This is an optimization exercise on Yosys and OpenROAD, whose aim is small area, a short achievable clock period and few clock cycles, not a production implementation.
At most, simulation tests tie the RTL to the original design; equivalence was not proved.
Power and IR drop assume default switching activity.

==> flow/design.v (excerpt) <==
module pvc_sram_exerciser (
    input  wire        clk,
    input  wire        rst,
    input  wire        start,
    input  wire [2:0]  cfg_sel,
    input  wire        cfg_rw,
    input  wire        cfg_ret,
    input  wire        cfg_siz,
    output wire        busy,
    output wire        done,
    output wire        fault,
    output wire [3:0]  fault_code,
    output wire        verdict_fail,
    output reg  [31:0] fail_count,
    output wire        ev_valid,
    output wire [2:0]  ev_kind,
    output wire [31:0] ev_data,
    input  wire        ev_ready,
    input  wire        rsp_valid,
    input  wire [2:0]  rsp_nsym,
    input  wire        rsp_z,
    input  wire [7:0]  rsp_byte,
    input  wire [2:0]  rec_idx,
    output wire        rec_addr_valid,
    output wire [19:0] rec_addr,
    output wire [7:0]  rec_label,
    output reg  [1:0]  rec_kind,
    output reg  [7:0]  rec_expect,
    output wire [7:0]  rec_act_val,
    output wire [7:0]  rec_act_zmask
);
For scale: roughly 360 flip-flops, about 160 I/O pins, roughly 16,000 um^2 of cells after synthesis.
clock: 5.0 ns
lec_check: 0
cap_margin: 20
core_margin: 2
core_utilization: 70
cts_buf_list: sky130_fd_sc_hd__clkbuf_16
cts_cluster_diameter: 100
cts_cluster_size: 25
setup_slack_margin: 1.6
slew_margin: 20
synth_hierarchical: 1
standard.sh (not shown) runs the stock make flow with config.mk's settings and CLKGATE_MAP_FILE= SYNTH_SCRIPT=/design/flow/synth_recipe.tcl, a recipe that flattens the netlist after the stock synthesis.
==> flow/flow/run.sh <==
#!/bin/bash
# The standard layout, with plain buffers (buf_1) on the ports instead of
# the delay buffers buffer_ports picks by default. make's full output goes
# to standard.log in the work folder.
set -euo pipefail
export BUFFER_PORTS_ARGS="-buffer_cell sky130_fd_sc_hd__buf_1"
bash standard.sh finish > standard.log 2>&1
The baseline passed the timing, design-rule and antenna checks.
Testbench counts at the start, summed over its fixed seeds: cycles 1,723,440.
Next try:
- CTS_CLUSTER_DIAMETER: 100 -> 120
- CTS_CLUSTER_SIZE: 25 -> 30
What happened:
- cell count is about the same
- utilization climbs by 0.52 points
- synthesized cell count is unchanged
- setup slack is worse by 0.13 ns
- maximum frequency drops by 3.8%
- final area climbs by 0.67%
- via count climbs by 1.7%


Another version of the RTL of pvc_sram_exerciser (not shown whole).
Size in the first run: roughly 1400 cells after synthesis, about 350 flip-flops, about 17000 um2 of cells after synthesis.
export LEC_CHECK = 0
export CAP_MARGIN = 20
export CORE_MARGIN = 2
export CORE_UTILIZATION = 70
export CTS_BUF_LIST = sky130_fd_sc_hd__clkbuf_16
export CTS_CLUSTER_DIAMETER = 100
export CTS_CLUSTER_SIZE = 25
export SETUP_SLACK_MARGIN = 1.5
export SLEW_MARGIN = 20
export SYNTH_HIERARCHICAL = 1
create_clock -name core_clock -period 5.0 [get_ports {clk}]
Scripts as last shown in full above: flow/flow/run.sh
The first run went through all stages and came out clean.
Testbench counts at the start, summed over its fixed seeds: cycles 1,723,440.
Edit:
==> flow/flow/run.sh (replaced) <==
#!/bin/bash
# The standard layout, with plain buffers (buf_2) on the ports instead of
# the delay buffers buffer_ports picks by default. make's full output goes
# to standard.log in the work folder.
set -euo pipefail
export BUFFER_PORTS_ARGS="-buffer_cell sky130_fd_sc_hd__buf_2"
bash standard.sh finish > standard.log 2>&1
- CORE_UTILIZATION: 70 -> 55
- CTS_BUF_LIST: sky130_fd_sc_hd__clkbuf_16 -> sky130_fd_sc_hd__clkbuf_8
- CTS_CLUSTER_DIAMETER: 100 -> 60
- CTS_CLUSTER_SIZE: 25 -> 18
- SETUP_SLACK_MARGIN: 1.5 -> 1.8
The changed run passed the timing, design-rule and antenna checks. Count of clock-buffer cells in the layout goes up by 14. Wire length came out higher by 22%. Power grows by 11%. Hold slack loses 11 ps. Synthesized cell count does not change. Cell count goes up by 11%. Design area goes up by 15%.
Edit:
==> flow/flow/run.sh (replaced) <==
#!/bin/bash
# The standard layout, with plain buffers (buf_1) on the ports instead of
# the delay buffers buffer_ports picks by default. make's full output goes
# to standard.log in the work folder.
set -euo pipefail
export BUFFER_PORTS_ARGS="-buffer_cell sky130_fd_sc_hd__buf_1"
bash standard.sh finish > standard.log 2>&1
- CORE_UTILIZATION: 55 -> 70
- CTS_BUF_LIST: sky130_fd_sc_hd__clkbuf_8 -> sky130_fd_sc_hd__clkbuf_16
- CTS_CLUSTER_DIAMETER: 60 -> 100
- CTS_CLUSTER_SIZE: 18 -> 25
- SETUP_SLACK_MARGIN: 1.8 -> 1.3
What happened: Combinational power shrinks by 27%. Worst setup slack gets worse by 240 ps. Utilization grows by 6.6 points. Via count shrinks by 5.1%. Global-route usage grows by 2.7 points. Clock skew grows by 7.6 ps. Design area shrinks by 14%.
Edit:
==> flow/flow/run.sh (replaced) <==
#!/bin/bash
# The standard layout, with plain buffers (buf_2) on the ports instead of
# the delay buffers buffer_ports picks by default. make's full output goes
# to standard.log in the work folder.
set -euo pipefail
export BUFFER_PORTS_ARGS="-buffer_cell sky130_fd_sc_hd__buf_2"
bash standard.sh finish > standard.log 2>&1
- CORE_UTILIZATION: 70 -> 55
- CTS_BUF_LIST: sky130_fd_sc_hd__clkbuf_16 -> sky130_fd_sc_hd__clkbuf_8
- CTS_CLUSTER_DIAMETER: 100 -> 60
- CTS_CLUSTER_SIZE: 25 -> 18
- SETUP_SLACK_MARGIN: 1.3 -> 1.5
Wire length came out higher by about 9%.
Die area came out higher by 27%.
Cell area grows by 3.2%.
Synthesized area does not change.
Sequential cell count does not change.
Fmax goes up by 5.4%.


== the baseline ==
Another version of the RTL of pvc_sram_exerciser (not shown whole).
For scale: about 1400 cells after synthesis, roughly 350 flip-flops, roughly 160 I/O pins, roughly 16000 µm² of cells after synthesis.
// pvc_sram_exerciser
module pvc_sram_exerciser (
    input  wire        clk,
    input  wire        rst,
    input  wire        start,
    input  wire [2:0]  cfg_sel,
    input  wire        cfg_rw,
    input  wire        cfg_ret,
    input  wire        cfg_siz,
    output wire        busy,
    output wire        done,
    output wire        fault,
    output wire [3:0]  fault_code,
    output wire        verdict_fail,
    output reg  [31:0] fail_count,
    output wire        ev_valid,
    output reg  [2:0]  ev_kind,
    output wire [31:0] ev_data,
    input  wire        ev_ready,
    input  wire        rsp_valid,
    input  wire [2:0]  rsp_nsym,
    input  wire        rsp_z,
    input  wire [7:0]  rsp_byte,
    input  wire [2:0]  rec_idx,
    output wire        rec_addr_valid,
    output wire [19:0] rec_addr,
    output wire [7:0]  rec_label,
    output reg  [1:0]  rec_kind,
    output reg  [7:0]  rec_expect,
    output wire [7:0]  rec_act_val,
    output wire [7:0]  rec_act_zmask
);
  ...
Settings: LEC_CHECK=0, CAP_MARGIN=20, CORE_MARGIN=2, CORE_UTILIZATION=55, CTS_BUF_LIST=sky130_fd_sc_hd__clkbuf_16, CTS_CLUSTER_DIAMETER=60, CTS_CLUSTER_SIZE=30, SETUP_SLACK_MARGIN=1.8, SLEW_MARGIN=20; clock period 5.0 ns.
==> flow/flow/run.sh <==
#!/bin/bash
# The standard layout, with plain buffers (buf_2) on the ports instead of
# the delay buffers buffer_ports picks by default. make's full output goes
# to standard.log in the work folder.
set -euo pipefail
export BUFFER_PORTS_ARGS="-buffer_cell sky130_fd_sc_hd__buf_2"
bash standard.sh finish > standard.log 2>&1
The baseline ended with every stage complete and zero timing, DRC or antenna violations.
The inputs of the candidate differ from those of the baseline as listed below.
# the baseline
export LEC_CHECK = 0
export CAP_MARGIN = 20
export CORE_MARGIN = 2
export CORE_UTILIZATION = 55
export CTS_BUF_LIST = sky130_fd_sc_hd__clkbuf_16
export CTS_CLUSTER_DIAMETER = 60
export CTS_CLUSTER_SIZE = 30
export SETUP_SLACK_MARGIN = 1.8
export SLEW_MARGIN = 20
create_clock -name core_clock -period 5.0 [get_ports {clk}]
# the candidate
export LEC_CHECK = 0
export CAP_MARGIN = 20
export CORE_MARGIN = 2
export CORE_UTILIZATION = 55
export CTS_BUF_LIST = sky130_fd_sc_hd__clkbuf_8
export CTS_CLUSTER_DIAMETER = 60
export CTS_CLUSTER_SIZE = 18
export SETUP_SLACK_MARGIN = 1.5
export SLEW_MARGIN = 20
create_clock -name core_clock -period 5.0 [get_ports {clk}]
==> run summary <==
The candidate completed every stage of the flow, and the final layout passed the timing, design-rule and antenna checks.
Compared the candidate vs the baseline, and non-clock buffer area fraction after layout is down in the candidate.
In the metrics for the baseline and the candidate, the one carrying the lower area added between synthesis and finish is the candidate.
On fraction of the mapped netlist area in simple logic gates, the baseline and the candidate are neck and neck.
Core util | the candidate vs the baseline | the candidate lower
When the final numbers for the baseline and the candidate were put side by side, the count of non-filler cells in the finished layout turned out to be greater in the baseline.
[diff] fmax, the candidate relative to the baseline: regression
Wire length ended up about 20% lower on the candidate than on the baseline.
Against the baseline as the reference, the candidate delivers a lower setup slack of the critical path after layout.
Against the baseline, final critical-path required period in the candidate came out worse.
The critical path depth in the candidate was higher than what the baseline gave.
Design area in the candidate vs the baseline: down about 15%
Function was not checked in any run of this note: the RTL went through the layout flow alone.

## re-timing with driven ports
Ports are ideal in the flow. The routed layouts listed here were re-timed in OpenROAD.
Step 1, drivers: a clkbuf_16 drives clk and a buf_2 each remaining input, both assumed.
Step 2 also shifts input and output timing later by t, the mid clock arrival at the registers, as if the neighbouring blocks saw the same clock.
a / b / c = ideal / step 1 / step 2; a / b = the first two.
run	t, ns	slack for setup (ns)	worst setup path at the end	worst register clock-pin slew, ns	worst data-port slew with drivers (ns)
the first run of note 1	0.566	1.638 / 1.585 / 1.409	input to register	0.10 / 0.10	0.06
the second run of note 1	0.550	1.504 / 1.420 / 1.393	input to register	0.12 / 0.12	0.15
the first run of note 2	0.561	1.547 / 1.497 / 1.112	input to register	0.10 / 0.10	0.05
the second run of note 2	0.650	1.619 / 1.567 / 1.020	input to register	0.11 / 0.11	0.16
the third run of note 2	0.548	1.379 / 1.350 / 1.156	input to register	0.10 / 0.10	0.04
the fourth run of note 2	0.642	1.565 / 1.526 / 1.084	input to register	0.11 / 0.11	0.04
the baseline	0.608	1.403 / 1.220 / 1.220	input to output	0.09 / 0.09	0.20
the candidate	0.645	1.375 / 1.327 / 1.327	input to output	0.11 / 0.11	0.06
After both steps setup and hold are still met in every run listed. The setup slack of the second run of note 2, which loses most, moves by -0.052 ns with the drivers and by -0.599 ns with both steps.
